Source: an optimization exercise on an open RTL-to-GDS flow (aim: small area). Production flows keep margins and buffers that such runs may drop. Only simulation tests tie the RTL to the original design; equivalence was not proved. The clock port is modelled as an ideal driver; clocking choices that lean on that would not hold on a real chip. Power figures rest on the tool's default switching activity, not on a simulated workload.

// ea_engine
module ea_engine (
    input  wire        clk,
    input  wire        rst,
    input  wire        req,
    input  wire        we,
    input  wire [1:0]  space,
    input  wire [7:0]  addr,
    input  wire [31:0] wdata,
    output reg  [31:0] rdata,
    output wire        busy
);
Size in the first run: about 3,000 cells after synthesis, about 800 flip-flops, roughly 79 I/O pins.
clock: 12.0 ns
lec_check: 0
cap_margin: 15
core_margin: 2
core_utilization: 60
cts_buf_list: sky130_fd_sc_hd__clkbuf_16
cts_cluster_diameter: 80
cts_cluster_size: 20
gpl_timing_driven: 0
setup_slack_margin: 0.2
slew_margin: 15
synth_hierarchical: 1
synth_minimum_keep_size: 0
run.sh (not shown) runs the stock make flow with config.mk's settings and CLKGATE_MAP_FILE= SYNTH_SCRIPT=/design/flow/synth_recipe.tcl, a recipe that flattens the netlist after the stock synthesis.
The baseline produced a clean layout.
Change:
==> flow/flow/run.sh (new file) <==
#!/bin/bash
# The standard layout (standard.sh: the standard synthesis and ORFS
# flow) with three ORFS options set through the environment:
#  - the buffers ABC inserted are removed at floorplan (REMOVE_ABC_BUFFERS),
#  - ports buffered with the smallest buffer cell,
#  - CTS without dummy balancing loads.
# The whole output goes to standard.log in this folder.
set -uo pipefail
export BUFFER_PORTS_ARGS="-buffer_cell sky130_fd_sc_hd__buf_1"
export CTS_ARGS="-sink_clustering_enable -repair_clock_nets -sink_clustering_size 20 -sink_clustering_max_diameter 80 -buf_list sky130_fd_sc_hd__clkbuf_16 -dont_use_dummy_load"
export REMOVE_ABC_BUFFERS=1
bash standard.sh > standard.log 2>&1
==> flow/standard.sh (new file) <==
#!/bin/bash
# synth_recipe.tcl (not shown) runs the flow's synth.tcl, then flattens the netlist and writes it again
# the make line also repeats each setting of config.mk as NAME=value (left out here)
make -C /OpenROAD-flow-scripts/flow DESIGN_CONFIG=/design/flow/config.mk WORK_HOME=/design/flow/orfs CLKGATE_MAP_FILE= SYNTH_SCRIPT=/design/flow/synth_recipe.tcl "${@:-finish}"
removed: flow/run.sh
=>
- synthesized area does not change
- global-route usage went down by 2.6 points
- setup slack gains 0.68 ns
- sequential share of layout area went up by 1.4 points
- cell area went down by about 2.4%
- hold slack loses 0.0040 ns
- total power went down by about 3%
- clock-buffer cell count went down by 1
- utilization went down by 1.6 points
Change:
--- a/flow/flow/run.sh
+++ b/flow/flow/run.sh
@@ -2,6 +2,8 @@
 # The standard layout (standard.sh: the standard synthesis and ORFS
-# flow) with three ORFS options set through the environment:
+# flow) with four ORFS options set through the environment:
 #  - the buffers ABC inserted are removed at floorplan (REMOVE_ABC_BUFFERS),
 #  - ports buffered with the smallest buffer cell,
-#  - CTS without dummy balancing loads.
+#  - CTS without dummy balancing loads,
+#  - after CTS, flow/post_cts.tcl (POST_CTS_TCL hook): power recovery
+#    (downsizing off the critical paths), then slew/cap repair again.
 # The whole output goes to standard.log in this folder.
@@ -11,2 +13,3 @@
 export REMOVE_ABC_BUFFERS=1
+export POST_CTS_TCL="$PWD/flow/post_cts.tcl"
 bash standard.sh > standard.log 2>&1
==> flow/flow/post_cts.tcl (new file) <==
# Sourced at the end of ORFS's CTS step (POST_CTS_TCL): downsize gates off
# the critical paths (repair_timing's power recovery), then repair slew and
# capacitance again and legalize the placement.
log_cmd repair_timing -recover_power 100 -setup_margin 0.2 -verbose
log_cmd estimate_parasitics -placement
log_cmd repair_design -slew_margin 15 -cap_margin 15 -verbose
log_cmd detailed_placement
check_placement -verbose
log_cmd estimate_parasitics -placement
report_design_area
After rerunning: Sequential power hardly moves. Worst hold slack stays flat. Die area is unchanged. Final cell count climbs by 0.31%. Final area is about the same. Total power is about the same. Non-clock buffer count goes up by 13. Area after synthesis stays the same. Critical path depth stays the same.
Change:
--- a/flow/flow/run.sh
+++ b/flow/flow/run.sh
@@ -11,3 +11,3 @@
 export BUFFER_PORTS_ARGS="-buffer_cell sky130_fd_sc_hd__buf_1"
-export CTS_ARGS="-sink_clustering_enable -repair_clock_nets -sink_clustering_size 20 -sink_clustering_max_diameter 80 -buf_list sky130_fd_sc_hd__clkbuf_16 -dont_use_dummy_load"
+export CTS_ARGS="-sink_clustering_enable -repair_clock_nets -sink_clustering_size 22 -sink_clustering_max_diameter 80 -buf_list sky130_fd_sc_hd__clkbuf_16 -dont_use_dummy_load"
 export REMOVE_ABC_BUFFERS=1
- CORE_UTILIZATION: 60 -> 70
- CTS_CLUSTER_SIZE: 20 -> 22
Outcome: Die area shrinks by 14%. Worst setup slack loses 0.22 ns. Sequential power barely changes. Hold slack is about the same.

afterwards: timing with drivers on the ports:
The results above use ideal ports. As a check the final layouts listed here were re-extracted and re-timed, cells and wires unchanged. Step 1: set_driving_cell puts a clkbuf_16 on clk and a buf_2 on each other input, an assumption about the parent block. Step 2 also shifts input and output timing later by t, the mid clock arrival at the registers, as if the neighbouring blocks saw the same clock. a / b / c = ideal / step 1 / step 2; a / b = the first two.
| run | t, ns | setup slack, ns | worst slew at a driven data input, ns | pins driven straight from the clock port |
|---|---|---|---|---|
| the first run | 0.701 | 0.351 / 0.362 / -0.310 | 0.04 | 1 |
| the second run | 0.670 | 1.029 / 1.029 / 0.581 | 0.05 | 1 |
| the third run | 0.671 | 1.117 / 1.117 / 0.597 | 0.05 | 1 |
| the fourth run | 0.661 | 0.900 / 0.900 / 0.384 | 0.04 | 1 |
With both steps, setup timing fails in the first run, where it was met with ideal ports. For the first run, which loses most, drivers alone change the setup slack by +0.011 ns; drivers and shift together by -0.661 ns.
